Source: an optimization exercise on an open RTL-to-GDS flow (aim: small area, a short achievable clock period and few clock cycles per item). Production flows keep margins and buffers that such runs may drop. The RTL was checked by simulation tests, not by an equivalence proof against the original design.

`design/flow/config.mk`:
```
export PLATFORM = sky130hd
export DESIGN_NAME = bme280_comp
export DESIGN_NICKNAME = bme280_comp
export VERILOG_FILES = /design/flow/design.v
export SDC_FILE = /design/flow/constraint.sdc
export NUM_CORES = 4
export LEC_CHECK = 0
export CAP_MARGIN = 20
export CORE_MARGIN = 2
export CORE_UTILIZATION = 30
export PLACE_DENSITY = 0.5
export SLEW_MARGIN = 20
```
`design/flow/constraint.sdc`:
```
create_clock -name core_clock -period 18.0 [get_ports {clk}]
set_input_delay 3.6000 -clock core_clock [delete_from_list [all_inputs] [get_ports {clk}]]
set_output_delay 3.6000 -clock core_clock [all_outputs]
set_load 0.01 [all_outputs]
```
`design/flow/design.v`:
```
module bme280_comp (
    input  wire         clk,
    input  wire         rst,         
    input  wire         cal_load,    
    input  wire [207:0] cal1,        
    input  wire [55:0]  cal2,        
    input  wire         start,       
    input  wire [63:0]  raw,         
    output wire         ready,
    output reg          done,
    output reg          err,
    output wire [31:0]  temp,
    output wire [31:0]  t_fine,
    output wire [31:0]  press,
    output wire [31:0]  hum
);
    localparam I_IDLE = 0,  I_P12 = 1,  I_T1 = 2,   I_T2 = 3,   I_T3 = 4,   I_T4 = 5,
               I_Y1   = 6,  I_W   = 7,  I_DA = 8,   I_DB = 9,   I_Y2 = 10,  I_M  = 11,
               I_N    = 12, I_FIX = 13, I_H2 = 14,  I_H3 = 15,  I_H4 = 16,  I_H5 = 17,
               I_H6   = 18, I_H7  = 19, I_H8 = 20,  I_H9 = 21,  I_H10 = 22, I_WT = 23,
               I_PT   = 24, I_PS  = 25, I_PW = 26,  I_PW1 = 27, I_PW2 = 28;
    localparam NS = 29;
    reg [NS-1:0] st;
    reg [NS-1:0] ns;
    assign ready = st[I_IDLE];
    reg        calv, pend;
    reg [15:0] T1, T2, T3;
    reg [15:0] P1, P3, P4, P5, P6, P7, P8, P9;
    reg [31:0] P12;       
    reg [7:0]  H1, H3, H6;
    reg [15:0] H2;
    reg [11:0] H4, H5;
    wire [15:0] T1_in = cal_load ? cal1[15:0]    : T1;
    wire [15:0] T2_in = (st[I_IDLE] & cal_load) ? cal1[31:16] : T2;
    wire [15:0] P1_in = cal_load ? cal1[63:48]   : P1;
    wire [15:0] P4_in = cal_load ? cal1[111:96]  : P4;
    wire [11:0] H4_in = cal_load ? {cal2[31:24], cal2[35:32]} : H4;
    reg [17:0] DD;        
    reg [21:0] K;         
    reg [19:0] RH;        
    wire [19:0] rawp = {raw[7:0],   raw[15:8],  raw[23:20]};
    wire [19:0] rawt = {raw[31:24], raw[39:32], raw[47:44]};
    wire [15:0] rawh = {raw[55:48], raw[63:56]};
    wire [16:0] d_in  = {1'b0, rawt[19:4]} - {1'b0, T1_in};
    wire [21:0] k_in  = 22'd1048576 - {2'd0, rawp} - {{2{P4_in[15]}}, P4_in, 4'd0};
    wire [19:0] rh_in = {4'd0, rawh} + 20'd1 - {2'd0, H4_in, 6'd0};
    reg [63:0] R, S1, S2, Q;
    reg [23:0] BR;        
    reg [22:0] X;
    reg [30:0] D;
    reg [30:0] DM;        
    reg [31:0] D3;        
    reg [30:0] REM;
    reg [31:0] V;
    reg [4:0]  cnt;
    reg        divbusy, qneg, dz;
    wire [63:0] PA = qneg ? {13'h1fff, ~Q[63:13]} : {{13{Q[63]}}, Q[63:13]};
    wire        zq = qneg & (Q[12:0] == 13'd0);
    wire pw_fit = (PA[63:23] == {41{PA[23]}});
    function [63:0] sx28; input [27:0] v; sx28 = {{36{v[27]}}, v}; endfunction
    wire [22:0] s1c = {{2{S1[31]}}, S1[31:11]} - 23'd128000;    
    reg  [27:0] nar;
    reg  [63:0] mA, mC;
    reg         mNeg;
    wire        useNar = st[I_P12] | st[I_T1] | st[I_T2] | st[I_T3] | st[I_T4] | st[I_Y1] |
                         st[I_Y2] | st[I_H2] | st[I_H3] | st[I_H4] | st[I_H5] | st[I_H6] |
                         st[I_H7] | st[I_H8] | st[I_H9] | st[I_H10];
    always @(*) begin
        nar = 28'd0;
        if (st[I_P12]) nar = nar | {{12{P12[15]}}, P12[15:0]};
        if (st[I_T1])  nar = nar | {{10{DD[17]}}, DD};
        if (st[I_T2])  nar = nar | {{11{DD[17]}}, DD[17:1]};
        if (st[I_T3])  nar = nar | {{8{R[31]}}, R[31:12]};
        if (st[I_T4] | st[I_H7]) nar = nar | {{10{R[31]}}, R[31:14]};
        if (st[I_Y1])  nar = nar | {{5{X[22]}}, X};
        if (st[I_Y2])  nar = nar | {{12{P6[15]}}, P6};
        if (st[I_H2])  nar = nar | {16'd0, H5};
        if (st[I_H3])  nar = nar | {{20{H6[7]}}, H6};
        if (st[I_H4])  nar = nar | {20'd0, H3};
        if (st[I_H5])  nar = nar | {{7{R[31]}}, R[31:11]};
        if (st[I_H6])  nar = nar | {{6{R[31]}}, R[31:10]};
        if (st[I_H8])  nar = nar | {{11{R[31]}}, R[31:15]};
        if (st[I_H9])  nar = nar | {{3{R[31]}}, R[31:7]};
        if (st[I_H10]) nar = nar | R[31:4];
        mA = 64'd0;
        if (useNar) mA = mA | sx28(nar);
        if (st[I_W] | st[I_M] | st[I_PW]) mA = mA | S2;
        if (st[I_DA])  mA = mA | {{8{R[63]}}, R[63:8]};
        if (st[I_DB])  mA = mA | {{20{P12[31]}}, P12, 12'd0};
        if (st[I_N])   mA = mA | R;
        if (st[I_PT])  mA = mA | PA;
        if (st[I_PS])  mA = mA | Q;
        if (st[I_PW1]) mA = mA | {S2[40:0], 23'd0};
        if (st[I_PW2]) mA = mA | {S2[17:0], 46'd0};
        mC = 64'd0;
        if (st[I_T4])  mC = mC | {{41{s1c[22]}}, s1c};
        if (st[I_DA])  mC = mC | {1'b0, P1, 47'd0};
        if (st[I_DB] | st[I_PW1] | st[I_PW2]) mC = mC | R;
        if (st[I_Y2])  mC = mC | {{31{P5[15]}}, P5, 17'd0};
        if (st[I_M])   mC = mC | {{11{K[21]}}, K, 31'd0};
        if (st[I_FIX]) mC = mC | ~R;
        if (st[I_H2])  mC = mC | {{30{RH[19]}}, RH, 14'd0};
        if (st[I_H5])  mC = mC | {{27{S2[63]}}, S2[63:42], 15'd0};
        if (st[I_H6])  mC = mC | {{27{H2[15]}}, H2, 21'd8192};
        if (st[I_H10]) mC = mC | {{32{V[31]}}, V};
        if (st[I_PT] & zq) mC = mC | {{48{P9[15]}}, P9};
        if (st[I_PS])  mC = mC | {{17{P7[15]}}, P7, 31'd0};
        if (st[I_PW] & zq) mC = mC | S2;
        mNeg = st[I_M] | st[I_H2] | st[I_H10] | (st[I_N] & R[63]) | (st[I_PS] & qneg);
    end
    wire [63:0] pp [0:11];
    wire [11:0] bneg;
    wire [24:0] mBx = {BR, 1'b0};
    genvar j;
    generate
        for (j = 0; j < 12; j = j + 1) begin : g_booth
            wire b2 = mBx[2*j+2];
            wire b1 = mBx[2*j+1];
            wire b0 = mBx[2*j];
            wire one = b1 ^ b0;
            wire two = (b2 & ~b1 & ~b0) | (~b2 & b1 & b0);
            wire ng  = (b2 ^ mNeg) & (one | two);
            wire [64:0] mag = ({65{one}} & {1'b0, mA}) | ({65{two}} & {mA, 1'b0});
            wire [63:0] sel = mag[63:0] ^ {64{ng}};
            assign bneg[j] = ng;
            if (j == 0) begin : g0
                assign pp[j] = sel;
            end else begin : gn
                assign pp[j] = (sel << (2*j)) | ({63'd0, bneg[j-1]} << (2*j-2));
            end
        end
    endgenerate
    wire [63:0] corr = {41'd0, bneg[11], 21'd0, st[I_FIX]};
    function [127:0] csa;
        input [63:0] a, b, c;
        begin
            csa[63:0]   = a ^ b ^ c;
            csa[127:64] = ((a & b) | (a & c) | (b & c)) << 1;
        end
    endfunction
    wire [127:0] l1a = csa(pp[0], pp[1], pp[2]);
    wire [127:0] l1b = csa(pp[3], pp[4], pp[5]);
    wire [127:0] l1c = csa(pp[6], pp[7], pp[8]);
    wire [127:0] l1d = csa(pp[9], pp[10], pp[11]);
    wire [127:0] l2a = csa(l1a[63:0], l1a[127:64], l1b[63:0]);
    wire [127:0] l2b = csa(l1b[127:64], l1c[63:0], l1c[127:64]);
    wire [127:0] l2c = csa(l1d[63:0], l1d[127:64], mC);
    wire [127:0] l3a = csa(l2a[63:0], l2a[127:64], l2b[63:0]);
    wire [127:0] l3b = csa(l2b[127:64], l2c[63:0], l2c[127:64]);
    wire [127:0] l4a = csa(l3a[63:0], l3a[127:64], l3b[63:0]);
    wire [127:0] l5a = csa(l4a[63:0], l4a[127:64], l3b[127:64]);
    wire [127:0] l6a = csa(l5a[63:0], l5a[127:64], corr);
    wire [63:0]  mac = l6a[63:0] + l6a[127:64];
    reg [23:0] bn;
    always @(*) begin
        bn = 24'd0;
        if (ns[I_P12]) bn = bn | {8'd0, P1_in};
        if (ns[I_T1])  bn = bn | {{8{T2_in[15]}}, T2_in};
        if (ns[I_T2])  bn = bn | {{7{DD[17]}}, DD[17:1]};
        if (ns[I_T3])  bn = bn | {{8{T3[15]}}, T3};
        if (ns[I_T4] | ns[I_H10]) bn = bn | 24'd1;
        if (ns[I_Y1])  bn = bn | {{8{P3[15]}}, P3};
        if (ns[I_W] | ns[I_DB] | ns[I_Y2] | ns[I_M]) bn = bn | {X[22], X};
        if (ns[I_DA])  bn = bn | {8'd0, P1};
        if (ns[I_N])   bn = bn | 24'd3125;
        if (ns[I_H2] | ns[I_H3] | ns[I_H4]) bn = bn | {S1[22], S1[22:0]};
        if (ns[I_H5])  bn = bn | {{2{S2[63]}}, S2[63:42]};
        if (ns[I_H6])  bn = bn | {{8{H2[15]}}, H2};
        if (ns[I_H7])  bn = bn | {{7{S2[16]}}, S2[16:0]};
        if (ns[I_H8])  bn = bn | {{7{mac[31]}}, mac[31:15]};
        if (ns[I_H9])  bn = bn | {16'd0, H1};
        if (ns[I_PT])  bn = bn | {{8{P9[15]}}, P9};
        if (ns[I_PS])  bn = bn | {4'd0, P8[15] ? 4'b0111 : 4'b1000, P8};
        if (ns[I_PW])  bn = bn | (pw_fit ? PA[23:0] : {1'b0, PA[22:0]});
        if (ns[I_PW1]) bn = bn | {1'b0, PA[45:23]};
        if (ns[I_PW2]) bn = bn | {{6{PA[63]}}, PA[63:46]};
    end
    reg  [30:0] rr;
    reg  [63:0] qq;
    reg  [32:0] r4, t1, t2, t3;
    integer k;
    always @(*) begin
        rr = REM;
        qq = Q;
        for (k = 0; k < 2; k = k + 1) begin
            r4 = {1'b0, rr[29:0], qq[63:62]};
            t1 = r4 - {2'b0, DM};
            t2 = r4 - {1'b0, DM, 1'b0};
            t3 = r4 - {1'b0, D3};
            if (!t3[32]) begin
                rr = t3[30:0]; qq = {qq[61:0], 2'd3};
            end else if (!t2[32]) begin
                rr = t2[30:0]; qq = {qq[61:0], 2'd2};
            end else if (!t1[32]) begin
                rr = t1[30:0]; qq = {qq[61:0], 2'd1};
            end else begin
                rr = r4[30:0]; qq = {qq[61:0], 2'd0};
            end
        end
    end
    wire dbig  = (DM[30:28] != 3'd0);    
    wire dzero = (DM == 31'd0);
    wire divlast = divbusy & (cnt == 5'd1);
    wire [24:0] tf_o = {{2{X[22]}}, X} + 25'd128000;
    assign t_fine = {{7{tf_o[24]}}, tf_o};
    wire [26:0] t5 = {{4{X[22]}}, X} + {{2{X[22]}}, X, 2'b00} + 27'd640128;
    assign temp = {{13{t5[26]}}, t5[26:8]};
    wire [39:0] psum = S1[58:19] + {R[63], R[63:25]};
    assign press = dz ? 32'd0 : psum[39:8];
    assign hum = V[31] ? 32'd0 :
                 ($signed(V) > 32'sd419430400) ? 32'd102400 : {15'd0, V[28:12]};
    wire acc = start & (cal_load | calv);
    always @(*) begin
        ns = {NS{1'b0}};
        if (st[I_IDLE]) begin
            if (acc) begin
                if (cal_load | pend) ns[I_P12] = 1'b1;
                else                 ns[I_T1]  = 1'b1;
            end else ns[I_IDLE] = 1'b1;
        end
        if (st[I_P12]) ns[I_T1] = 1'b1;
        if (st[I_T1])  ns[I_T2] = 1'b1;
        if (st[I_T2])  ns[I_T3] = 1'b1;
        if (st[I_T3])  ns[I_T4] = 1'b1;
        if (st[I_T4])  ns[I_Y1] = 1'b1;
        if (st[I_Y1])  ns[I_W]  = 1'b1;
        if (st[I_W])   ns[I_DA] = 1'b1;
        if (st[I_DA])  ns[I_DB] = 1'b1;
        if (st[I_DB])  ns[I_Y2] = 1'b1;
        if (st[I_Y2])  ns[I_M]  = 1'b1;
        if (st[I_M])   ns[I_N]  = 1'b1;
        if (st[I_N]) begin
            if (mac[63] & ~dzero) ns[I_FIX] = 1'b1;
            else                  ns[I_H2]  = 1'b1;
        end
        if (st[I_FIX]) ns[I_H2] = 1'b1;
        if (st[I_H2])  ns[I_H3] = 1'b1;
        if (st[I_H3])  ns[I_H4] = 1'b1;
        if (st[I_H4])  ns[I_H5] = 1'b1;
        if (st[I_H5])  ns[I_H6] = 1'b1;
        if (st[I_H6])  ns[I_H7] = 1'b1;
        if (st[I_H7])  ns[I_H8] = 1'b1;
        if (st[I_H8])  ns[I_H9] = 1'b1;
        if (st[I_H9])  ns[I_H10] = 1'b1;
        if (st[I_H10] | st[I_WT]) begin
            if (divbusy & ~divlast) ns[I_WT] = 1'b1;
            else                    ns[I_PT] = 1'b1;
        end
        if (st[I_PT])  ns[I_PS] = 1'b1;
        if (st[I_PS])  ns[I_PW] = 1'b1;
        if (st[I_PW]) begin
            if (pw_fit) ns[I_IDLE] = 1'b1;
            else        ns[I_PW1]  = 1'b1;
        end
        if (st[I_PW1]) ns[I_PW2] = 1'b1;
        if (st[I_PW2]) ns[I_IDLE] = 1'b1;
    end
    always @(posedge clk) begin
        if (st[I_IDLE]) begin
            DD <= {d_in, rawt[3]};
            K  <= k_in;
            RH <= rh_in;
            if (cal_load) begin
                T1 <= cal1[15:0];
                T2 <= cal1[31:16];
                T3 <= cal1[47:32];
                P1 <= cal1[63:48];
                P12 <= {16'd0, cal1[79:64]};
                P3 <= cal1[95:80];
                P4 <= cal1[111:96];
                P5 <= cal1[127:112];
                P6 <= cal1[143:128];
                P7 <= cal1[159:144];
                P8 <= cal1[175:160];
                P9 <= cal1[191:176];
                H1 <= cal1[207:200];
                H2 <= cal2[15:0];
                H3 <= cal2[23:16];
                H4 <= {cal2[31:24], cal2[35:32]};
                H5 <= {cal2[47:40], cal2[39:36]};
                H6 <= cal2[55:48];
            end
        end
        R  <= mac;
        BR <= bn;
        if (st[I_P12]) P12 <= mac[31:0];
        if (st[I_T1])  S1 <= mac;
        if (st[I_T4])  X  <= mac[22:0];
        if (st[I_Y1])  begin S2 <= mac; S1[22:0] <= X + 23'd51200; end
        if (st[I_DB])  D  <= mac[63:33];
        if (st[I_Y2])  begin S2 <= mac; DM <= (D ^ {31{D[30]}}) + {30'd0, D[30]}; end
        if (st[I_M])   D3 <= {1'b0, DM} + {DM, 1'b0};
        if (st[I_H2])  S2[16:0] <= mac[31:15];
        if (st[I_H3])  S2[63:42] <= mac[31:10];
        if (st[I_H7] | st[I_H10]) V <= mac[31:0];
        if (st[I_PT])  S2 <= mac;
        if (st[I_PS])  S1 <= mac;
        if (st[I_N] | st[I_FIX]) begin
            if (dbig) begin
                Q   <= {mac[35:0], 28'd0};
                REM <= {3'd0, mac[63:36]};
                cnt <= 5'd9;
            end else begin
                Q   <= mac;
                REM <= 31'd0;
                cnt <= 5'd16;
            end
            if (st[I_N])
                qneg <= D[30] ^ R[63] ^ mac[63];
            else
                qneg <= D[30] ^ ((qneg ^ D[30]) | mac[63]);
        end else if (divbusy) begin
            Q   <= qq;
            REM <= rr;
            cnt <= cnt - 5'd1;
        end
        if (rst) begin
            st      <= {{(NS-1){1'b0}}, 1'b1};
            calv    <= 1'b0;
            pend    <= 1'b0;
            done    <= 1'b0;
            err     <= 1'b0;
            divbusy <= 1'b0;
        end else begin
            st   <= ns;
            done <= 1'b0;
            if (st[I_IDLE]) begin
                if (cal_load) begin
                    calv <= 1'b1;
                    pend <= 1'b1;
                end
                if (start & ~cal_load & ~calv) begin
                    done <= 1'b1;        
                    err  <= 1'b1;
                end
            end
            if (st[I_P12]) pend <= 1'b0;
            if (st[I_N]) begin
                dz      <= dzero;
                divbusy <= ~dzero & ~mac[63];
            end
            if (st[I_FIX]) divbusy <= 1'b1;
            if (divlast) divbusy <= 1'b0;
            if ((st[I_PW] & pw_fit) | st[I_PW2]) begin
                err  <= 1'b0;
                done <= 1'b1;
            end
        end
    end
endmodule
```
`design/flow/run.sh`:
```
#!/bin/bash
# synth_recipe.tcl (not shown) runs the flow's synth.tcl, then flattens the netlist and writes it again
# the make line also repeats each setting of config.mk as NAME=value (left out here)
make -C /OpenROAD-flow-scripts/flow DESIGN_CONFIG=/design/flow/config.mk WORK_HOME=/design/flow/orfs CLKGATE_MAP_FILE= SYNTH_SCRIPT=/design/flow/synth_recipe.tcl finish
```
==> impl_metrics.yaml, run 1 <==
yosys:
  yosys.area_share.xor_xnor: 0.1121
  synth_common_cells: "sky130_fd_sc_hd__inv_1, sky130_fd_sc_hd__edfxtp_1, sky130_fd_sc_hd__xnor2_1"
  ys_top_cells_by_area: "sky130_fd_sc_hd__edfxtp_1, sky130_fd_sc_hd__fa_1, sky130_fd_sc_hd__ha_1, sky130_fd_sc_hd__xnor2_1, sky130_fd_sc_hd__a22oi_1"
  syn-cell-area_um2: 85320
  asyncSetResetFlopFracSynth: 0
  synth_top_family_by_area: "adder cells"
  synthMuxAreaShare: 0.02364
  number_of_enable_flip_flop_cells_after_synthesis: 704
  synth_simple_gate_area_frac: 0.09335
  synth.top_cell.area_share: 0.2478
  synthDistinctLibCells: 88
  synth.most_common_cell: "sky130_fd_sc_hd__inv_1"
  synth_area_in_compound_gates: 0.2125
  ys_seq_elements: 826
  synth_area_per_inst_um2: 9.520
  post_synth_fa_ha_maj_area_fraction: 0.2167
  number_of_warnings_issued_by_yosys: 1
  synth_cells: 8962
  yosysSeqAreaShare: 0.2764
  synthFlopType: "sky130_fd_sc_hd__edfxtp_1"
  yosysTopAreaCell: "sky130_fd_sc_hd__edfxtp_1"
floorplanning:
  number_of_rows_created_at_floorplan: 195
  start_util: 0.3020
  design.die.area_um2: 288700
  die-height_um: 537.3
  core_um2: 282500
  fp.dieW_um: 537.3
  boundaryPins: 463
timing:
  clock.fmax_mhz: 83.01
  timing.final.max_slew_violations: 0
  fin_setup_tns_ns: 0
  period_minus_slack_ns: 12.05
  timing.max_slew.rel_slack: 0.1078
  setup_violations: 0
  layout_worst_path_cycle_share: 0.6692
  setup_slack_after_layout_ns: 5.954
  hold_violation_count_in_the_final_report: 0
  grt_setup_unrepaired: "no"
  worstMarginPinSlew_ns: 1.330
  finalClockSkew_ns: 0.1196
place:
  dp_slack_ns: 6.273
  globalplace.congestion: 1.051
  place.detailed.hpwl_mm: 343.4
  buffer_ports.inserted: 428
clock_tree:
  cts-root-buf: "sky130_fd_sc_hd__clkbuf_16"
  clockBufferDepth: 3
  numCtsBuffers: 99
  cts.reportedPaths.clkPinSlew_ns: 0.07
  tritoncts: "yes"
  cts.hold.buffers_added: 0
  postCtsSetupRepairBufs: 0
  cts_resized: 0
  cts_max_level: 3
  cts_sinks: 826
  clk_latency_ns: 0.83
setup_path:
  cp.arrival_ns: 12.61
  critPathMaxStageDelay_ns: 0.99
  worstSetupPathType: "reg -> reg"
  setup.worst_path.end_class: "register"
  worst_ep_required_time_ns: 18.56
  worst-path-max-fanout: 34
  cpMaxStageDelayCell: "sky130_fd_sc_hd__a211oi_1"
  crit_path_start_kind: "register"
global_routing:
  first_global_vias: 74860
  global_route.overflow_total: 0
  grt_max_degree: 95
  first_pass_grt_wire_length_mm: 618.6
  track_usage: 0.3056
  grt_antenna_before_repair: 51
route:
  avgViaCountPerCell: 5.964
  drt_iter0_drc: 10530
  detail_route_antenna_nets: 0
  drt_pre_antenna_iters: 10
  route.vias.total: 77800
  count_of_unresolved_drc_violations_after_routing: 0
  postRouteWirelength_mm: 450.8
  wl_per_cell_um: 34.56
status:
  outcome: "timing/DRC/antenna clean"
cells_and_area:
  synth_to_final_area_change_pct: 15.88
  num-nets-final: 10650
  drive_above_1_share: 0.07726
flow_run:
  timing.max_cap.violations: 0
hold_path:
  worstHoldPathType: "reg -> reg"
stage by stage:
step | utilization | hold slack [ns] | std cells | instance area [um2]
floorplan | - | 0.4412 | 8976 | 85370
global placement | 0.3364 | 0.4713 | 12820 | 95040
detailed placement | 0.3366 | 0.4816 | 12820 | 95100
CTS | 0.3494 | 0.4931 | 13010 | 98720
global route | 0.3496 | 0.5239 | 13020 | 98790
finish | 0.3499 | 0.4995 | 13050 | 98860
cell usage in the layout (no fill, tap or decap), types with 100 or more instances in the layout:
cell type,synthesis,final
sky130_fd_sc_hd__inv_1,774,774
sky130_fd_sc_hd__edfxtp_1,704,704
sky130_fd_sc_hd__xnor2_1,671,641
sky130_fd_sc_hd__a22oi_1,578,578
sky130_fd_sc_hd__nand2_1,574,572
sky130_fd_sc_hd__fa_1,568,568
sky130_fd_sc_hd__ha_1,567,567
sky130_fd_sc_hd__clkdlybuf4s50_1,0,426
sky130_fd_sc_hd__nor2_1,435,422
sky130_fd_sc_hd__a21oi_1,395,394
sky130_fd_sc_hd__xor2_1,404,384
sky130_fd_sc_hd__buf_4,47,326
sky130_fd_sc_hd__o22ai_1,289,289
sky130_fd_sc_hd__o21ai_0,285,285
sky130_fd_sc_hd__a21o_1,159,157
sky130_fd_sc_hd__mux2i_1,152,152
sky130_fd_sc_hd__nand3_1,138,134
sky130_fd_sc_hd__dfxtp_1,122,103
sky130_fd_sc_hd__nand4_1,103,103
sky130_fd_sc_hd__clkbuf_16,0,100
critical path, delay by kind of cell, from the launching register on:
kind / cells / cell delay (ns)
adder cells (fa/ha/maj): 6 / 2.71
buffers and inverters: 6 / 1.03
AND/OR/NAND/NOR: 3 / 1.28
flip-flops: 1 / 0.58
AO/OA/AOI/OAI: 14 / 6.10
per-layer routing:
layer / track usage / part of all wire / up-vias
li1: - / - / 32920
met1: 0.3951 / 0.40 / 38850
met2: 0.4544 / 0.43 / 4903
met3: 0.06947 / 0.094 / 1109
met4: 0.2051 / 0.078 / 20
met5: 0.0008224 / 0.00033 / -
worst paths after layout:
kind / from / endpoint / slack [ns] / cells after the start
setup reg to reg: st[5] / BR[21] / 5.95 / 29
setup / recovery: st[5] / BR[21] / 5.95 / 29
hold / removal: divbusy / divbusy / 0.50 / 1
hold reg to reg: divbusy / divbusy / 0.50 / 1
state kept, by name (all words and copies together) (netlist names), 18 cells and up, named ones only:
signal  count
S1         59
P12        32
Q          64
V          32
D3         32
RH         19
DM         31
X          23
st         29
REM        30
BR         24
K          22
DD         18
S2         64
D          31
R          64
cell families (layout without fill, tap and decap cells):
group / Yosys count / after routing
flip-flops: 826 / 826
adder cells (fa/ha/maj): 1137 / 1137
XOR/XNOR: 1082 / 1082
multiplexers: 196 / 196
AO/OA/AOI/OAI: 2585 / 2585
AND/OR/NAND/NOR: 1709 / 1709
other: 1 / 49
buffers and inverters: 1426 / 1718
area by class of cell:
class	instances	area (um2)
repair buffers	756	6744
inverters	776	2920
fillers	28650	183700
well taps	3743	4683
clock inverters	57	907.1
multi-input cells	6724	57190
clock buffers	129	2711
diodes	34	85.08
flip-flops and latches	826	23620
Testbench counts, summed over its fixed seeds: cycles 12,320, samples 512.
==> run 2, diff against run 1 <==
--- a/design/flow/design.v
+++ b/design/flow/design.v
@@ -47,7 +47,8 @@
     reg [63:0] R, S1, S2, Q;
     reg [23:0] BR;        
+    reg        t3s;       
     reg [22:0] X;
-    reg [30:0] D;
-    reg [30:0] DM;        
+    reg [30:0] D;         
+    reg        dneg;
     reg [31:0] D3;        
     reg [30:0] REM;
@@ -60,4 +61,5 @@
     function [63:0] sx28; input [27:0] v; sx28 = {{36{v[27]}}, v}; endfunction
     wire [22:0] s1c = {{2{S1[31]}}, S1[31:11]} - 23'd128000;    
+    wire        tfast = t3s & (R[31:28] == {4{R[31]}});
     reg  [27:0] nar;
     reg  [63:0] mA, mC;
@@ -71,5 +73,5 @@
         if (st[I_T1])  nar = nar | {{10{DD[17]}}, DD};
         if (st[I_T2])  nar = nar | {{11{DD[17]}}, DD[17:1]};
-        if (st[I_T3])  nar = nar | {{8{R[31]}}, R[31:12]};
+        if (st[I_T3])  nar = nar | {{8{R[31]}}, R[31:12]};       
         if (st[I_T4] | st[I_H7]) nar = nar | {{10{R[31]}}, R[31:14]};
         if (st[I_Y1])  nar = nar | {{5{X[22]}}, X};
@@ -95,4 +97,5 @@
         mC = 64'd0;
         if (st[I_T4])  mC = mC | {{41{s1c[22]}}, s1c};
+        if (st[I_T3] & tfast) mC = mC | {{27{s1c[22]}}, s1c, 14'd0};
         if (st[I_DA])  mC = mC | {1'b0, P1, 47'd0};
         if (st[I_DB] | st[I_PW1] | st[I_PW2]) mC = mC | R;
@@ -185,6 +188,6 @@
         for (k = 0; k < 2; k = k + 1) begin
             r4 = {1'b0, rr[29:0], qq[63:62]};
-            t1 = r4 - {2'b0, DM};
-            t2 = r4 - {1'b0, DM, 1'b0};
+            t1 = r4 - {2'b0, D};
+            t2 = r4 - {1'b0, D, 1'b0};
             t3 = r4 - {1'b0, D3};
             if (!t3[32]) begin
@@ -199,6 +202,6 @@
         end
     end
-    wire dbig  = (DM[30:28] != 3'd0);    
-    wire dzero = (DM == 31'd0);
+    wire dbig  = (D[30:28] != 3'd0);    
+    wire dzero = (D == 31'd0);
     wire divlast = divbusy & (cnt == 5'd1);
     wire [24:0] tf_o = {{2{X[22]}}, X} + 25'd128000;
@@ -222,5 +225,8 @@
         if (st[I_T1])  ns[I_T2] = 1'b1;
         if (st[I_T2])  ns[I_T3] = 1'b1;
-        if (st[I_T3])  ns[I_T4] = 1'b1;
+        if (st[I_T3]) begin
+            if (tfast) ns[I_Y1] = 1'b1;
+            else       ns[I_T4] = 1'b1;
+        end
         if (st[I_T4])  ns[I_Y1] = 1'b1;
         if (st[I_Y1])  ns[I_W]  = 1'b1;
@@ -280,4 +286,5 @@
                 H5 <= {cal2[47:40], cal2[39:36]};
                 H6 <= cal2[55:48];
+                t3s <= (cal1[47] == cal1[46]);
             end
         end
@@ -287,8 +294,9 @@
         if (st[I_T1])  S1 <= mac;
         if (st[I_T4])  X  <= mac[22:0];
+        if (st[I_T3])  X  <= mac[36:14];
         if (st[I_Y1])  begin S2 <= mac; S1[22:0] <= X + 23'd51200; end
         if (st[I_DB])  D  <= mac[63:33];
-        if (st[I_Y2])  begin S2 <= mac; DM <= (D ^ {31{D[30]}}) + {30'd0, D[30]}; end
-        if (st[I_M])   D3 <= {1'b0, DM} + {DM, 1'b0};
+        if (st[I_Y2])  begin S2 <= mac; D <= (D ^ {31{D[30]}}) + {30'd0, D[30]}; dneg <= D[30]; end
+        if (st[I_M])   D3 <= {1'b0, D} + {D, 1'b0};
         if (st[I_H2])  S2[16:0] <= mac[31:15];
         if (st[I_H3])  S2[63:42] <= mac[31:10];
@@ -307,7 +315,7 @@
             end
             if (st[I_N])
-                qneg <= D[30] ^ R[63] ^ mac[63];
+                qneg <= dneg ^ R[63] ^ mac[63];
             else
-                qneg <= D[30] ^ ((qneg ^ D[30]) | mac[63]);
+                qneg <= dneg ^ ((qneg ^ dneg) | mac[63]);
         end else if (divbusy) begin
             Q   <= qq;
--- a/design/flow/config.mk
+++ b/design/flow/config.mk
@@ -8,5 +8,5 @@
 export CAP_MARGIN = 20
 export CORE_MARGIN = 2
-export CORE_UTILIZATION = 30
-export PLACE_DENSITY = 0.5
+export CORE_UTILIZATION = 50
+export PLACE_DENSITY = 0.65
 export SLEW_MARGIN = 20
==> run 2 against run 1 <==
First-iteration DRC count increased by 34%. Register-to-register slack got worse by 1.1 ns. Final cell count decreased by 11%. Count of clock-buffer cells in the layout decreased by 15. Largest cell class unchanged.
==> impl_metrics.yaml, run 2 <==
setup_path:
  cp.arrival_ns: 13.69
  timing.reg2reg.worst_path_depth: 31
  r2r_slack_ns: 4.81
  timing.critical_path.max_delay_family: "adder cells"
  worstPathBufferInverterCount: 6
  worst_ep_required_time_ns: 18.50
  critPathMaxStageDelay_ns: 1.04
  worst-path-max-fanout: 46
  cpMaxStageDelayCell: "sky130_fd_sc_hd__xor2_1"
  worst_path_most_repeated_cell: "sky130_fd_sc_hd__fa_1"
  crit_path_start_kind: "register"
  regToRegStartpoint: "st[14]"
  setup.worst_path.end_class: "register"
  worstSetupPathType: "reg -> reg"
  worstReg2RegEnd: "Q[54]"
place:
  place.detailed.hpwl_mm: 318.5
  globalplace.congestion: 1.095
  buffer_ports.inserted: 428
  dpl_cell_area_um2: 92390
floorplanning:
  start_util: 0.5027
  number_of_rows_created_at_floorplan: 151
  core_um2: 169100
  fp.dieW_um: 416.3
  boundaryPins: 463
  die-height_um: 416.3
  design.die.area_um2: 173300
global_routing:
  track_usage: 0.4751
  grt_antenna_before_repair: 30
  first_global_vias: 76730
  grtUsageMet3: 0.1619
  grt_max_degree: 71
  first_pass_grt_wire_length_mm: 584.6
  met1_usage: 0.5972
  gr-max-usage-layer: "met2"
  global_route.overflow_total: 0
  grt.met2_usage: 0.6908
route:
  avgViaCountPerCell: 6.974
  detail_route_antenna_nets: 0
  wl_per_cell_um: 36.50
  count_of_unresolved_drc_violations_after_routing: 0
  route.vias.total: 81190
  drt_pre_antenna_iters: 11
  postRouteWirelength_mm: 424.9
  drt_iter0_drc: 14140
timing:
  clock.fmax_mhz: 75.83
  timing.final.max_slew_violations: 0
  finalHoldWorstSlack_ns: 0.4781
  period_minus_slack_ns: 13.19
  finalClockSkew_ns: 0.05942
  layout_worst_path_cycle_share: 0.7326
  worstMarginPinSlew_ns: 1.342
  timing.max_slew.rel_slack: 0.1012
  grt_setup_unrepaired: "no"
  fin_setup_tns_ns: 0
  setup_violations: 0
  hold_violation_count_in_the_final_report: 0
cells_and_area:
  synth_to_final_area_change_pct: 12.53
  num-nets-final: 10780
  mostFrequentLayoutCells: "sky130_fd_sc_hd__inv_1, sky130_fd_sc_hd__xnor2_1, sky130_fd_sc_hd__edfxtp_1"
  final_common_cell: "sky130_fd_sc_hd__inv_1"
  biggest_regs: "Q (64), R (64), S2 (64)"
  drive_above_1_share: 0.07058
  final_design_area_no_fill_um2: 95660
clock_tree:
  postCtsSetupRepairBufs: 0
  cts.hold.buffers_added: 0
  cts_sinks: 797
  clk_latency_ns: 0.77
  cts-root-buf: "sky130_fd_sc_hd__clkbuf_16"
  clockBufferDepth: 3
  cts_max_level: 3
  tritoncts: "yes"
  cts.reportedPaths.clkPinSlew_ns: 0.07
  numCtsBuffers: 91
  cts_resized: 0
hold_path:
  worstHoldPathType: "reg -> reg"
  hold_path.startpoint: "err"
  holdPathEnd: "err"
  timing.hold.worst_path_depth: 1
yosys:
  synth_area_per_inst_um2: 9.289
  asyncSetResetFlopFracSynth: 0
  yosysTopAreaCell: "sky130_fd_sc_hd__edfxtp_1"
  number_of_enable_flip_flop_cells_after_synthesis: 675
  synth_common_cells: "sky130_fd_sc_hd__inv_1, sky130_fd_sc_hd__xnor2_1, sky130_fd_sc_hd__edfxtp_1"
  syn-cell-area_um2: 85010
  synth.top_cell.area_share: 0.2384
  yosysSeqAreaShare: 0.2672
  number_of_warnings_issued_by_yosys: 1
  ys_seq_elements: 797
  synthFlopType: "sky130_fd_sc_hd__edfxtp_1"
  synth_cells: 9152
  synth.most_common_cell: "sky130_fd_sc_hd__inv_1"
  ys_top_cells_by_area: "sky130_fd_sc_hd__edfxtp_1, sky130_fd_sc_hd__fa_1, sky130_fd_sc_hd__ha_1, sky130_fd_sc_hd__xnor2_1, sky130_fd_sc_hd__a22oi_1"
  synthDistinctLibCells: 97
flow_run:
  timing.max_cap.violations: 0
status:
  outcome: "timing/DRC/antenna clean"
-- run 2: changes by cell type in the layout (fill, tap and decap cells not counted), sizes merged, moves of 42 or more --
cell / before / now
xor2: 404 / 362
nand2: 574 / 668
xnor2: 672 / 725
a22oi: 578 / 449
o21ai: 297 / 397
o22ai: 290 / 365
a21oi: 395 / 461
-- run 2: layout make-up --
cell class,instances,area (um2)
inverter,777,2924
antenna,32,80.08
clock buffer,114,2404
fill,14960,73430
sequential,797,22740
multi-input combinational,6925,57470
clock inverter,56,748.2
tap,2218,2775
timing repair buffer,724,6520
-- run 2: per-layer routing --
| metal | wire [um] | vias up |
|---|---|---|
| met5 | 382 | - |
| met4 | 34690 | 24 |
| met3 | 56630 | 1571 |
| met2 | 177600 | 6470 |
| met1 | 155600 | 39760 |
| li1 | - | 33370 |
-- run 2: cell families (layout without fill, tap and decap cells) --
| group | count (synthesis) | in the layout | synth area share |
|---|---|---|---|
| compound gates | 2638 | 2638 | 0.2124 |
| mux | 193 | 193 | 0.02361 |
| buf+inv | 1444 | 1671 | 0.06598 |
| xor+xnor | 1091 | 1091 | 0.1131 |
| other cells | 1 | 47 | 0.00004411 |
| flops | 797 | 797 | 0.2672 |
| fa+ha+maj | 1139 | 1139 | 0.2177 |
| simple gates | 1849 | 1849 | 0.09992 |
-- run 2: through the flow --
| stage | worst slack [ns] | cells | util |
|---|---|---|---|
| 2_1_floorplan | 7.680 | 9166 | - |
| 3_3_place_gp | 5.471 | 11440 | 0.5461 |
| 3_5_place_dp | 5.420 | 11440 | 0.5464 |
| 4_1_cts | 5.340 | 11610 | 0.5650 |
| 5_1_grt | 4.712 | 11620 | 0.5653 |
| 6_report | 4.813 | 11640 | 0.5657 |
-- run 2: worst max-delay path by stage --
stage | slack, ns | depth (start not counted) | to | start
2_1_floorplan | 7.68 | 10 | BR[4] | cal_load
3_3_place_gp | 5.47 | 31 | Q[54] | st[14]
3_5_place_dp | 5.42 | 31 | Q[54] | st[14]
4_1_cts | 5.34 | 31 | Q[54] | st[14]
5_1_grt | 4.71 | 31 | Q[54] | st[14]
6_report | 4.81 | 31 | Q[54] | st[14]
Testbench counts of run 2, summed over its fixed seeds: cycles 11,808, samples 512.
==> run 3, diff against run 2 <==
--- a/design/flow/design.v
+++ b/design/flow/design.v
@@ -17,5 +17,5 @@
     localparam I_IDLE = 0,  I_P12 = 1,  I_T1 = 2,   I_T2 = 3,   I_T3 = 4,   I_T4 = 5,
                I_Y1   = 6,  I_W   = 7,  I_DA = 8,   I_DB = 9,   I_Y2 = 10,  I_M  = 11,
-               I_N    = 12, I_FIX = 13, I_H2 = 14,  I_H3 = 15,  I_H4 = 16,  I_H5 = 17,
+               I_N    = 12, I_H2  = 13, I_FIX = 14, I_H3 = 15,  I_H4 = 16,  I_H5 = 17,
                I_H6   = 18, I_H7  = 19, I_H8 = 20,  I_H9 = 21,  I_H10 = 22, I_WT = 23,
                I_PT   = 24, I_PS  = 25, I_PW = 26,  I_PW1 = 27, I_PW2 = 28;
@@ -23,4 +23,5 @@
     reg [NS-1:0] st;
     reg [NS-1:0] ns;
+    reg [NS-1:0] nx;      
     assign ready = st[I_IDLE];
     reg        calv, pend;
@@ -55,7 +56,8 @@
     reg [31:0] V;
     reg [4:0]  cnt;
-    reg        divbusy, qneg, dz;
-    wire [63:0] PA = qneg ? {13'h1fff, ~Q[63:13]} : {{13{Q[63]}}, Q[63:13]};
-    wire        zq = qneg & (Q[12:0] == 13'd0);
+    reg        divbusy, dfirst, qneg, dz, needfix;
+    reg        sNar, sR14, sAS2, sAQ, sCR, sPW, mneg_r;
+    reg         zq, painv;
+    wire [63:0] PA = {{13{painv | (Q[63] & ~qneg)}}, Q[63:13] ^ {51{painv}}};
     wire pw_fit = (PA[63:23] == {41{PA[23]}});
     function [63:0] sx28; input [27:0] v; sx28 = {{36{v[27]}}, v}; endfunction
@@ -65,7 +67,4 @@
     reg  [63:0] mA, mC;
     reg         mNeg;
-    wire        useNar = st[I_P12] | st[I_T1] | st[I_T2] | st[I_T3] | st[I_T4] | st[I_Y1] |
-                         st[I_Y2] | st[I_H2] | st[I_H3] | st[I_H4] | st[I_H5] | st[I_H6] |
-                         st[I_H7] | st[I_H8] | st[I_H9] | st[I_H10];
     always @(*) begin
         nar = 28'd0;
@@ -74,5 +73,5 @@
         if (st[I_T2])  nar = nar | {{11{DD[17]}}, DD[17:1]};
         if (st[I_T3])  nar = nar | {{8{R[31]}}, R[31:12]};       
-        if (st[I_T4] | st[I_H7]) nar = nar | {{10{R[31]}}, R[31:14]};
+        if (sR14)      nar = nar | {{10{R[31]}}, R[31:14]};
         if (st[I_Y1])  nar = nar | {{5{X[22]}}, X};
         if (st[I_Y2])  nar = nar | {{12{P6[15]}}, P6};
@@ -86,29 +85,25 @@
         if (st[I_H10]) nar = nar | R[31:4];
         mA = 64'd0;
-        if (useNar) mA = mA | sx28(nar);
-        if (st[I_W] | st[I_M] | st[I_PW]) mA = mA | S2;
+        if (sNar) mA = mA | sx28(nar);
+        if (sAS2) mA = mA | S2;
         if (st[I_DA])  mA = mA | {{8{R[63]}}, R[63:8]};
         if (st[I_DB])  mA = mA | {{20{P12[31]}}, P12, 12'd0};
         if (st[I_N])   mA = mA | R;
         if (st[I_PT])  mA = mA | PA;
-        if (st[I_PS])  mA = mA | Q;
+        if (sAQ) mA = mA | Q;
         if (st[I_PW1]) mA = mA | {S2[40:0], 23'd0};
         if (st[I_PW2]) mA = mA | {S2[17:0], 46'd0};
         mC = 64'd0;
-        if (st[I_T4])  mC = mC | {{41{s1c[22]}}, s1c};
-        if (st[I_T3] & tfast) mC = mC | {{27{s1c[22]}}, s1c, 14'd0};
+        if ((st[I_T3] & tfast) | st[I_T4]) mC = mC | {{27{s1c[22]}}, s1c, 14'd0};
         if (st[I_DA])  mC = mC | {1'b0, P1, 47'd0};
-        if (st[I_DB] | st[I_PW1] | st[I_PW2]) mC = mC | R;
+        if (sCR)       mC = mC | R;
         if (st[I_Y2])  mC = mC | {{31{P5[15]}}, P5, 17'd0};
         if (st[I_M])   mC = mC | {{11{K[21]}}, K, 31'd0};
-        if (st[I_FIX]) mC = mC | ~R;
         if (st[I_H2])  mC = mC | {{30{RH[19]}}, RH, 14'd0};
         if (st[I_H5])  mC = mC | {{27{S2[63]}}, S2[63:42], 15'd0};
         if (st[I_H6])  mC = mC | {{27{H2[15]}}, H2, 21'd8192};
         if (st[I_H10]) mC = mC | {{32{V[31]}}, V};
-        if (st[I_PT] & zq) mC = mC | {{48{P9[15]}}, P9};
         if (st[I_PS])  mC = mC | {{17{P7[15]}}, P7, 31'd0};
-        if (st[I_PW] & zq) mC = mC | S2;
-        mNeg = st[I_M] | st[I_H2] | st[I_H10] | (st[I_N] & R[63]) | (st[I_PS] & qneg);
+        mNeg = mneg_r | (sPW & zq);
     end
     wire [63:0] pp [0:11];
@@ -134,5 +129,5 @@
         end
     endgenerate
-    wire [63:0] corr = {41'd0, bneg[11], 21'd0, st[I_FIX]};
+    wire [63:0] corr = {41'd0, bneg[11], 22'd0};
     function [127:0] csa;
         input [63:0] a, b, c;
@@ -158,24 +153,24 @@
     always @(*) begin
         bn = 24'd0;
-        if (ns[I_P12]) bn = bn | {8'd0, P1_in};
-        if (ns[I_T1])  bn = bn | {{8{T2_in[15]}}, T2_in};
-        if (ns[I_T2])  bn = bn | {{7{DD[17]}}, DD[17:1]};
-        if (ns[I_T3])  bn = bn | {{8{T3[15]}}, T3};
-        if (ns[I_T4] | ns[I_H10]) bn = bn | 24'd1;
-        if (ns[I_Y1])  bn = bn | {{8{P3[15]}}, P3};
-        if (ns[I_W] | ns[I_DB] | ns[I_Y2] | ns[I_M]) bn = bn | {X[22], X};
-        if (ns[I_DA])  bn = bn | {8'd0, P1};
-        if (ns[I_N])   bn = bn | 24'd3125;
-        if (ns[I_H2] | ns[I_H3] | ns[I_H4]) bn = bn | {S1[22], S1[22:0]};
-        if (ns[I_H5])  bn = bn | {{2{S2[63]}}, S2[63:42]};
-        if (ns[I_H6])  bn = bn | {{8{H2[15]}}, H2};
-        if (ns[I_H7])  bn = bn | {{7{S2[16]}}, S2[16:0]};
-        if (ns[I_H8])  bn = bn | {{7{mac[31]}}, mac[31:15]};
-        if (ns[I_H9])  bn = bn | {16'd0, H1};
-        if (ns[I_PT])  bn = bn | {{8{P9[15]}}, P9};
-        if (ns[I_PS])  bn = bn | {4'd0, P8[15] ? 4'b0111 : 4'b1000, P8};
-        if (ns[I_PW])  bn = bn | (pw_fit ? PA[23:0] : {1'b0, PA[22:0]});
-        if (ns[I_PW1]) bn = bn | {1'b0, PA[45:23]};
-        if (ns[I_PW2]) bn = bn | {{6{PA[63]}}, PA[63:46]};
+        if (nx[I_P12]) bn = bn | {8'd0, P1_in};
+        if (nx[I_T1])  bn = bn | {{8{T2_in[15]}}, T2_in};
+        if (nx[I_T2])  bn = bn | {{7{DD[17]}}, DD[17:1]};
+        if (nx[I_T3])  bn = bn | {{8{T3[15]}}, T3};
+        if (nx[I_H10] | nx[I_FIX]) bn = bn | 24'd1;
+        if (nx[I_T4])  bn = bn | 24'd16384;
+        if (nx[I_Y1])  bn = bn | {{8{P3[15]}}, P3};
+        if (nx[I_W] | nx[I_DB] | nx[I_Y2] | nx[I_M]) bn = bn | {X[22], X};
+        if (nx[I_DA])  bn = bn | {8'd0, P1};
+        if (nx[I_N])   bn = bn | 24'd3125;
+        if (nx[I_H2] | nx[I_H3] | nx[I_H4]) bn = bn | {S1[22], S1[22:0]};
+        if (nx[I_H5])  bn = bn | {{2{S2[63]}}, S2[63:42]};
+        if (nx[I_H6])  bn = bn | {{8{H2[15]}}, H2};
+        if (nx[I_H7])  bn = bn | {{7{S2[16]}}, S2[16:0]};
+        if (nx[I_H9])  bn = bn | {16'd0, H1};
+        if (nx[I_PT])  bn = bn | {{8{P9[15]}}, P9};
+        if (nx[I_PS])  bn = bn | {4'd0, P8[15] ? 4'b0111 : 4'b1000, P8};
+        if (nx[I_PW])  bn = bn | (pw_fit ? PA[23:0] : {1'b0, PA[22:0]});
+        if (nx[I_PW1]) bn = bn | {1'b0, PA[45:23]};
+        if (nx[I_PW2]) bn = bn | {{6{PA[63]}}, PA[63:46]};
     end
     reg  [30:0] rr;
@@ -184,6 +179,11 @@
     integer k;
     always @(*) begin
-        rr = REM;
-        qq = Q;
+        if (dfirst & dbig) begin
+            rr = {3'd0, Q[63:36]};
+            qq = {Q[35:0], 28'd0};
+        end else begin
+            rr = REM;
+            qq = Q;
+        end
         for (k = 0; k < 2; k = k + 1) begin
             r4 = {1'b0, rr[29:0], qq[63:62]};
@@ -236,10 +236,10 @@
         if (st[I_Y2])  ns[I_M]  = 1'b1;
         if (st[I_M])   ns[I_N]  = 1'b1;
-        if (st[I_N]) begin
-            if (mac[63] & ~dzero) ns[I_FIX] = 1'b1;
-            else                  ns[I_H2]  = 1'b1;
+        if (st[I_N])   ns[I_H2] = 1'b1;
+        if (st[I_H2]) begin
+            if (needfix) ns[I_FIX] = 1'b1;
+            else         ns[I_H3]  = 1'b1;
         end
-        if (st[I_FIX]) ns[I_H2] = 1'b1;
-        if (st[I_H2])  ns[I_H3] = 1'b1;
+        if (st[I_FIX]) ns[I_H3] = 1'b1;
         if (st[I_H3])  ns[I_H4] = 1'b1;
         if (st[I_H4])  ns[I_H5] = 1'b1;
@@ -261,4 +261,10 @@
         if (st[I_PW1]) ns[I_PW2] = 1'b1;
         if (st[I_PW2]) ns[I_IDLE] = 1'b1;
+        nx = ns;
+        if (st[I_IDLE]) begin
+            nx[I_IDLE] = 1'b0;
+            nx[I_P12]  = cal_load | pend;
+            nx[I_T1]   = ~(cal_load | pend);
+        end
     end
     always @(posedge clk) begin
@@ -290,9 +296,17 @@
         end
         R  <= mac;
-        BR <= bn;
+        BR <= nx[I_H8] ? {{7{mac[31]}}, mac[31:15]} : bn;    
+        sNar <= nx[I_P12] | nx[I_T1] | nx[I_T2] | nx[I_T3] | nx[I_T4] | nx[I_Y1] |
+                nx[I_Y2] | nx[I_H2] | nx[I_H3] | nx[I_H4] | nx[I_H5] | nx[I_H6] |
+                nx[I_H7] | nx[I_H8] | nx[I_H9] | nx[I_H10];
+        sR14 <= nx[I_T4] | nx[I_H7];
+        sAS2 <= nx[I_W] | nx[I_M] | nx[I_PW];
+        sAQ  <= nx[I_PS] | nx[I_FIX];
+        sCR  <= nx[I_DB] | nx[I_PW1] | nx[I_PW2];
+        sPW  <= nx[I_PT] | nx[I_PW] | nx[I_PW1] | nx[I_PW2];
+        mneg_r <= nx[I_M] | nx[I_H2] | nx[I_H10] | nx[I_FIX] | (nx[I_PS] & qneg);
         if (st[I_P12]) P12 <= mac[31:0];
         if (st[I_T1])  S1 <= mac;
-        if (st[I_T4])  X  <= mac[22:0];
-        if (st[I_T3])  X  <= mac[36:14];
+        if (st[I_T3] | st[I_T4]) X <= mac[36:14];
         if (st[I_Y1])  begin S2 <= mac; S1[22:0] <= X + 23'd51200; end
         if (st[I_DB])  D  <= mac[63:33];
@@ -305,21 +319,15 @@
         if (st[I_PS])  S1 <= mac;
         if (st[I_N] | st[I_FIX]) begin
-            if (dbig) begin
-                Q   <= {mac[35:0], 28'd0};
-                REM <= {3'd0, mac[63:36]};
-                cnt <= 5'd9;
-            end else begin
-                Q   <= mac;
-                REM <= 31'd0;
-                cnt <= 5'd16;
-            end
+            Q   <= mac;
+            REM <= 31'd0;
+            cnt <= dbig ? 5'd9 : 5'd16;
             if (st[I_N])
-                qneg <= dneg ^ R[63] ^ mac[63];
-            else
-                qneg <= dneg ^ ((qneg ^ dneg) | mac[63]);
+                qneg <= dneg ^ mac[63];
         end else if (divbusy) begin
             Q   <= qq;
             REM <= rr;
             cnt <= cnt - 5'd1;
+            zq    <= qneg & (qq[12:0] == 13'd0);
+            painv <= qneg & (qq[12:0] != 13'd0);
         end
         if (rst) begin
@@ -347,7 +355,9 @@
                 dz      <= dzero;
                 divbusy <= ~dzero & ~mac[63];
+                needfix <= ~dzero & mac[63];
             end
             if (st[I_FIX]) divbusy <= 1'b1;
             if (divlast) divbusy <= 1'b0;
+            dfirst <= st[I_N] | st[I_FIX];
             if ((st[I_PW] & pw_fit) | st[I_PW2]) begin
                 err  <= 1'b0;
--- a/design/flow/config.mk
+++ b/design/flow/config.mk
@@ -8,5 +8,5 @@
 export CAP_MARGIN = 20
 export CORE_MARGIN = 2
-export CORE_UTILIZATION = 50
-export PLACE_DENSITY = 0.65
+export CORE_UTILIZATION = 30
+export PLACE_DENSITY = 0.5
 export SLEW_MARGIN = 20
==> run 3 against run 2 <==
Still clean on timing, DRC and antenna. Synthesized cell count decreased by 4.1%. First-iteration DRC count decreased by 26%. Sequential cell count grew 11. Setup slack better by 1.5 ns. Wire length decreased by 3.8%. Area after synthesis shrank 1.2%. Final cell count rose by 9.6%. Die area increased by 64%.
==> impl_metrics.yaml, run 3 <==
status:
  outcome: "timing/DRC/antenna clean"
floorplanning:
  start_util: 0.3012
  core_um2: 278900
  boundaryPins: 463
  fp.dieW_um: 533.2
  design.die.area_um2: 284300
  number_of_rows_created_at_floorplan: 194
  die-height_um: 533.2
hold_path:
  timing.hold.worst_path_depth: 2
  worstHoldPathType: "reg -> reg"
yosys:
  synth_area_per_inst_um2: 9.570
  yosysSeqAreaShare: 0.2698
  synth_cells: 8779
  number_of_enable_flip_flop_cells_after_synthesis: 649
  yosysTopAreaCell: "sky130_fd_sc_hd__edfxtp_1"
  asyncSetResetFlopFracSynth: 0
  synthFlopType: "sky130_fd_sc_hd__edfxtp_1"
  syn-cell-area_um2: 84020
  synth_common_cells: "sky130_fd_sc_hd__a22oi_1, sky130_fd_sc_hd__inv_1, sky130_fd_sc_hd__xnor2_1"
  synth.most_common_cell: "sky130_fd_sc_hd__a22oi_1"
  synthDistinctLibCells: 100
  number_of_warnings_issued_by_yosys: 1
  ys_seq_elements: 808
  synth.top_cell.area_share: 0.2320
  ys_top_cells_by_area: "sky130_fd_sc_hd__edfxtp_1, sky130_fd_sc_hd__fa_1, sky130_fd_sc_hd__ha_1, sky130_fd_sc_hd__a22oi_1, sky130_fd_sc_hd__xnor2_1"
route:
  routed.top_layer: "met5"
  wl_per_cell_um: 32.03
  route.vias.total: 75440
  count_of_unresolved_drc_violations_after_routing: 0
  drt_iter0_drc: 10510
  m1WireLength_mm: 163.2
  avgViaCountPerCell: 5.913
  wl_met3_mm: 44.38
  wl_met2_mm: 176.4
  drt_pre_antenna_iters: 12
  detail_route_antenna_nets: 0
  postRouteWirelength_mm: 408.7
timing:
  clock.fmax_mhz: 85.48
  layout_worst_path_cycle_share: 0.6500
  period_minus_slack_ns: 11.70
  hold_violation_count_in_the_final_report: 0
  finalClockSkew_ns: 0.06488
  grt_setup_unrepaired: "no"
  fin_setup_tns_ns: 0
  setup_violations: 0
  timing.final.max_slew_violations: 0
  setup_slack_after_layout_ns: 6.301
  worstMarginPinSlew_ns: 1.338
  timing.max_slew.rel_slack: 0.1049
flow_run:
  timing.max_cap.violations: 0
setup_path:
  crit_path_start_kind: "register"
  setup.worst_path.end_class: "register"
  worst_path_most_repeated_cell: "sky130_fd_sc_hd__a21oi_1"
  timing.reg2reg.worst_path_depth: 33
  worstSetupPathType: "reg -> reg"
  worst_ep_required_time_ns: 18.63
  cpMaxStageDelayCell: "sky130_fd_sc_hd__a21oi_1"
  worst-path-max-fanout: 35
  critPathMaxStageDelay_ns: 0.83
  cp.arrival_ns: 12.33
cells_and_area:
  layout_utilization: 0.3459
  mostFrequentLayoutCells: "sky130_fd_sc_hd__a22oi_1, sky130_fd_sc_hd__inv_1, sky130_fd_sc_hd__xnor2_1"
  biggest_regs: "Q (64), R (64), S2 (64)"
  drive_above_1_share: 0.07569
  synth_to_final_area_change_pct: 14.81
  num-nets-final: 10380
  final_common_cell: "sky130_fd_sc_hd__a22oi_1"
place:
  globalplace.congestion: 1.034
  dp_slack_ns: 6.441
  buffer_ports.inserted: 428
  place.detailed.hpwl_mm: 312.3
global_routing:
  grt_antenna_before_repair: 60
  first_global_vias: 73190
  grt_max_degree: 98
  track_usage: 0.2782
  first_pass_grt_wire_length_mm: 570.4
  global_route.overflow_total: 0
clock_tree:
  postCtsSetupRepairBufs: 0
  cts-root-buf: "sky130_fd_sc_hd__clkbuf_16"
  cts.hold.buffers_added: 0
  clockBufferDepth: 3
  numCtsBuffers: 93
  tritoncts: "yes"
  cts_max_level: 3
  cts_sinks: 808
  cts.reportedPaths.clkPinSlew_ns: 0.06
  cts_resized: 0
  clk_latency_ns: 0.77
==> run 3: changes by cell type after synthesis, moves of 37 or more <==
| cell | before | now |
|---|---|---|
| sky130_fd_sc_hd__nor2_1 | 470 | 344 |
| sky130_fd_sc_hd__a22oi_1 | 449 | 872 |
| sky130_fd_sc_hd__a221oi_1 | 104 | 47 |
| sky130_fd_sc_hd__a21o_1 | 118 | 158 |
| sky130_fd_sc_hd__o21ai_1 | 68 | 22 |
| sky130_fd_sc_hd__a21oi_1 | 461 | 392 |
| sky130_fd_sc_hd__o22ai_1 | 364 | 30 |
| sky130_fd_sc_hd__dfxtp_1 | 122 | 159 |
| sky130_fd_sc_hd__nand2_1 | 667 | 500 |
==> run 3: cells by family (layout without fill, tap and decap cells) <==
family	count (synthesis)	count (layout)	share of synthesized area
buffers and inverters	1428	1632	0.06658
other	1	51	0.00004463
AO/OA/AOI/OAI	2548	2548	0.2136
adder cells (fa/ha/maj)	1138	1138	0.2201
AND/OR/NAND/NOR	1532	1532	0.08614
multiplexers	239	239	0.02992
flip-flops	808	808	0.2698
XOR/XNOR	1085	1085	0.1138
==> run 3: critical path, delay by kind of cell (launching register included) <==
| kind | cells | cell delay [ns] |
|---|---|---|
| buffers and inverters | 4 | 1.17 |
| and+or+nand+nor | 6 | 1.46 |
| adders and majority gates | 4 | 1.25 |
| DFF | 1 | 0.50 |
| muxes | 2 | 1.08 |
| AOI/OAI and AO/OA | 17 | 5.98 |
==> run 3: layout make-up <==
type	instances	area, um2
Clock inverter	58	774.5
Fill cell	28300	182400
Tap cell	3724	4659
Clock buffer	118	2461
Sequential cell	808	22700
Inverter	764	2877
Timing Repair Buffer	692	6311
Multi-Input combinational cell	6557	56590
Antenna cell	36	90.09
==> run 3: routing by layer <==
layer / track usage / up-vias
met5: 0 / -
met4: 0.1492 / 38
met3: 0.07713 / 939
met2: 0.4171 / 4727
met1: 0.3621 / 37790
li1: - / 31950
==> run 3: per-stage QoR <==
| step | instances | hold WS, ns | area (um2) |
|---|---|---|---|
| detailed placement | 12540 | 0.4600 | 93050 |
| CTS | 12720 | 0.4739 | 96280 |
| floorplan | 8793 | 0.4330 | 84070 |
| finish | 12760 | 0.4777 | 96460 |
| global route | 12720 | 0.4966 | 96380 |
| global placement | 12540 | 0.4517 | 93000 |
==> run 3: worst paths after layout <==
| path | from | end | slack, ns |
|---|---|---|---|
| max reg2reg | D[28] | REM[5] | 6.30 |
| max | D[28] | REM[5] | 6.30 |
| min | REM[1] | REM[1] | 0.48 |
| min reg2reg | REM[1] | REM[1] | 0.48 |
Testbench counts of run 3, summed over its fixed seeds: cycles 11,808, samples 512.
==> run 4, diff against run 3 <==
--- a/design/flow/config.mk
+++ b/design/flow/config.mk
@@ -6,4 +6,5 @@
 export NUM_CORES = 4
 export LEC_CHECK = 0
+export ABC_AREA = 1
 export CAP_MARGIN = 20
 export CORE_MARGIN = 2
==> run 4 against run 3 <==
Still clean on timing, DRC and antenna. Largest cell class unchanged. Global-route usage is 4.2 points higher. Via count is 13% higher. Worst hold slack worse by 0.027 ns. Register-to-register slack worse by 0.11 ns. Sequential cell count stayed put. Setup slack worse by 0.11 ns. Critical path depth is 5 higher.
==> impl_metrics.yaml, run 4 <==
status:
  outcome: "timing/DRC/antenna clean"
yosys:
  synth_simple_gate_area_frac: 0.1564
  synth.top_cell.area_share: 0.2215
  ys_seq_elements: 808
  synthDistinctLibCells: 87
  synth_area_in_compound_gates: 0.1810
  yosysTopAreaCell: "sky130_fd_sc_hd__edfxtp_1"
  ys_top_cells_by_area: "sky130_fd_sc_hd__edfxtp_1, sky130_fd_sc_hd__fa_1, sky130_fd_sc_hd__nand2_1, sky130_fd_sc_hd__xor2_1, sky130_fd_sc_hd__ha_1"
  yosysSeqAreaShare: 0.2577
  synth_common_cells: "sky130_fd_sc_hd__nand2_1, sky130_fd_sc_hd__inv_1, sky130_fd_sc_hd__xor2_1"
  post_synth_fa_ha_maj_area_fraction: 0.2096
  syn-cell-area_um2: 87970
  asyncSetResetFlopFracSynth: 0
  synth_cells: 10940
  synth_top_family_by_area: "adder cells"
  number_of_warnings_issued_by_yosys: 1
  yosys.area_share.xor_xnor: 0.1010
  synth.most_common_cell: "sky130_fd_sc_hd__nand2_1"
  number_of_enable_flip_flop_cells_after_synthesis: 649
  synthMuxAreaShare: 0.0001138
  synth_area_per_inst_um2: 8.044
  synthFlopType: "sky130_fd_sc_hd__edfxtp_1"
timing:
  setup_slack_after_layout_ns: 6.191
  grt_setup_unrepaired: "no"
  setup_violations: 0
  clock.fmax_mhz: 84.68
  fin_setup_tns_ns: 0
  timing.final.max_slew_violations: 0
  layout_worst_path_cycle_share: 0.6560
  worstMarginPinSlew_ns: 1.267
  hold_violation_count_in_the_final_report: 0
  period_minus_slack_ns: 11.81
  timing.max_slew.rel_slack: 0.1464
  finalClockSkew_ns: 0.1549
global_routing:
  grt_antenna_before_repair: 72
  track_usage: 0.3200
  global_route.overflow_total: 0
  first_pass_grt_wire_length_mm: 671.5
  first_global_vias: 82290
  grt_max_degree: 122
cells_and_area:
  final_common_cell: "sky130_fd_sc_hd__nand2_1"
  layout_utilization: 0.3463
  seqCellArea_um2: 22680
  layout.filler_cells: 30750
  final_design_area_no_fill_um2: 100900
  mostFrequentLayoutCells: "sky130_fd_sc_hd__nand2_1, sky130_fd_sc_hd__inv_1, sky130_fd_sc_hd__xor2_1"
  synth_to_final_area_change_pct: 14.68
  biggest_regs: "Q (64), R (64), S2 (64)"
  multi_input_comb_area_um2: 57610
  drive_above_1_share: 0.06165
  num-nets-final: 12640
clock_tree:
  cts.hold.buffers_added: 0
  tritoncts: "yes"
  clk_latency_ns: 0.92
  cts-root-buf: "sky130_fd_sc_hd__clkbuf_16"
  cts_max_level: 3
  cts_sinks: 808
  numCtsBuffers: 108
  cts.reportedPaths.clkPinSlew_ns: 0.06
  clockBufferDepth: 4
  cts_resized: 0
  postCtsSetupRepairBufs: 0
route:
  count_of_unresolved_drc_violations_after_routing: 0
  drt_pre_antenna_iters: 9
  postRouteWirelength_mm: 493.5
  detail_route_antenna_nets: 0
  drt_iter0_drc: 10380
  wl_per_cell_um: 32.46
  route.vias.total: 85180
  avgViaCountPerCell: 5.604
hold_path:
  hold_path.startpoint: "REM[18]"
  worstHoldPathType: "reg -> reg"
  timing.hold.worst_path_depth: 2
  holdPathEnd: "REM[18]"
floorplanning:
  start_util: 0.3020
  core_um2: 291300
  number_of_rows_created_at_floorplan: 198
  fp.dieW_um: 545.5
  die-height_um: 545.5
  design.die.area_um2: 297600
  boundaryPins: 463
place:
  dpl_cell_area_um2: 96990
  place.detailed.hpwl_mm: 391.2
  globalplace.congestion: 1.055
  buffer_ports.inserted: 428
  dp_slack_ns: 6.703
setup_path:
  crit_path_start_kind: "register"
  cp.arrival_ns: 12.40
  critPathMaxStageDelay_ns: 0.57
  timing.reg2reg.worst_path_depth: 38
  cpMaxStageDelayCell: "sky130_fd_sc_hd__fa_1"
  worst_ep_required_time_ns: 18.60
  worst-path-max-fanout: 37
  regToRegStartpoint: "st[6]"
  r2r_slack_ns: 6.19
  worstReg2RegEnd: "D[30]"
  worstSetupPathType: "reg -> reg"
  setup.worst_path.end_class: "register"
  worst_path_most_repeated_cell: "sky130_fd_sc_hd__a21oi_1"
flow_run:
  timing.max_cap.violations: 0
run 4: kinds of logic after synthesis:
group,Yosys count
mux,1
compound gates,2571
simple gates,3338
xor+xnor,1014
other cells,1
flops,808
buf+inv,2072
fa+ha+maj,1132
run 4: worst max path at each step:
stage / start / to / slack (ns) / depth (start not counted)
6_report: st[6] / D[30] / 6.19 / 38
5_1_grt: st[6] / D[30] / 6.01 / 38
4_1_cts: st[6] / D[30] / 6.58 / 38
3_5_place_dp: st[6] / D[30] / 6.70 / 38
3_3_place_gp: st[6] / D[30] / 6.73 / 38
2_1_floorplan: cal_load / BR[5] / 7.90 / 9
run 4: final cells by class:
type | count | share of cell area
inverter | 1495 | 0.05573
antenna | 42 | 0.001042
clock inverter | 59 | 0.007962
clock buffer | 138 | 0.02922
sequential | 808 | 0.2248
multi-input combinational | 8071 | 0.5710
tap | 3900 | 0.04837
timing repair buffer | 687 | 0.06180
run 4: stage by stage:
step | hold slack [ns] | instances
6_report | 0.4504 | 15200
5_1_grt | 0.4627 | 15160
3_5_place_dp | 0.4359 | 14960
4_1_cts | 0.4499 | 15160
3_3_place_gp | 0.4355 | 14960
2_1_floorplan | 0.4183 | 10950
run 4: per-layer routing:
metal / global-route usage / up-vias / routed length (um) / share of wire
met1: 0.4216 / 42130 / 205500 / 0.42
met3: 0.07011 / 1006 / 44420 / 0.090
met2: 0.4819 / 4856 / 211600 / 0.43
met4: 0.1831 / 28 / 31760 / 0.064
li1: - / 37160 / - / -
met5: 0.0008013 / - / 218 / 0.00044
run 4: worst max-delay path, delay by kind of cell (launching register included):
family,cells,cell delay (ns)
AO/OA/AOI/OAI,15,4.40
XOR/XNOR,1,0.18
adder cells (fa/ha/maj),7,3.32
buffers and inverters,6,1.15
flip-flops,1,0.30
AND/OR/NAND/NOR,9,1.95

==> static timing again, ports no longer ideal <==
How much do the figures lean on ideal ports? The routed layouts below were timed once more, with nothing changed but the port constraints. Step 1, drivers: a clkbuf_16 drives clk and a buf_2 each remaining input, both assumed. Step 2 moves the port delays by t, midway between the first and last clock arrival at a register: inputs arrive t later, outputs are due t later. That takes back most of the time a late clock gives input paths. Three values: no drivers, after step 1, after step 2; two values: the first two.
run | shift t [ns] | setup slack, ns | worst setup path at the end | worst register clock-pin slew, ns | pins driven straight from the clock port
run 1 | 0.875 | 5.954 / 5.954 / 5.954 | register to register | 0.07 / 0.07 | 1
run 2 | 0.835 | 4.813 / 4.813 / 4.813 | register to register | 0.07 / 0.07 | 1
run 3 | 0.823 | 6.301 / 6.301 / 6.301 | register to register | 0.08 / 0.08 | 1
run 4 | 0.956 | 6.191 / 6.191 / 6.191 | register to register | 0.08 / 0.08 | 1
After both steps every run listed still meets setup and hold.
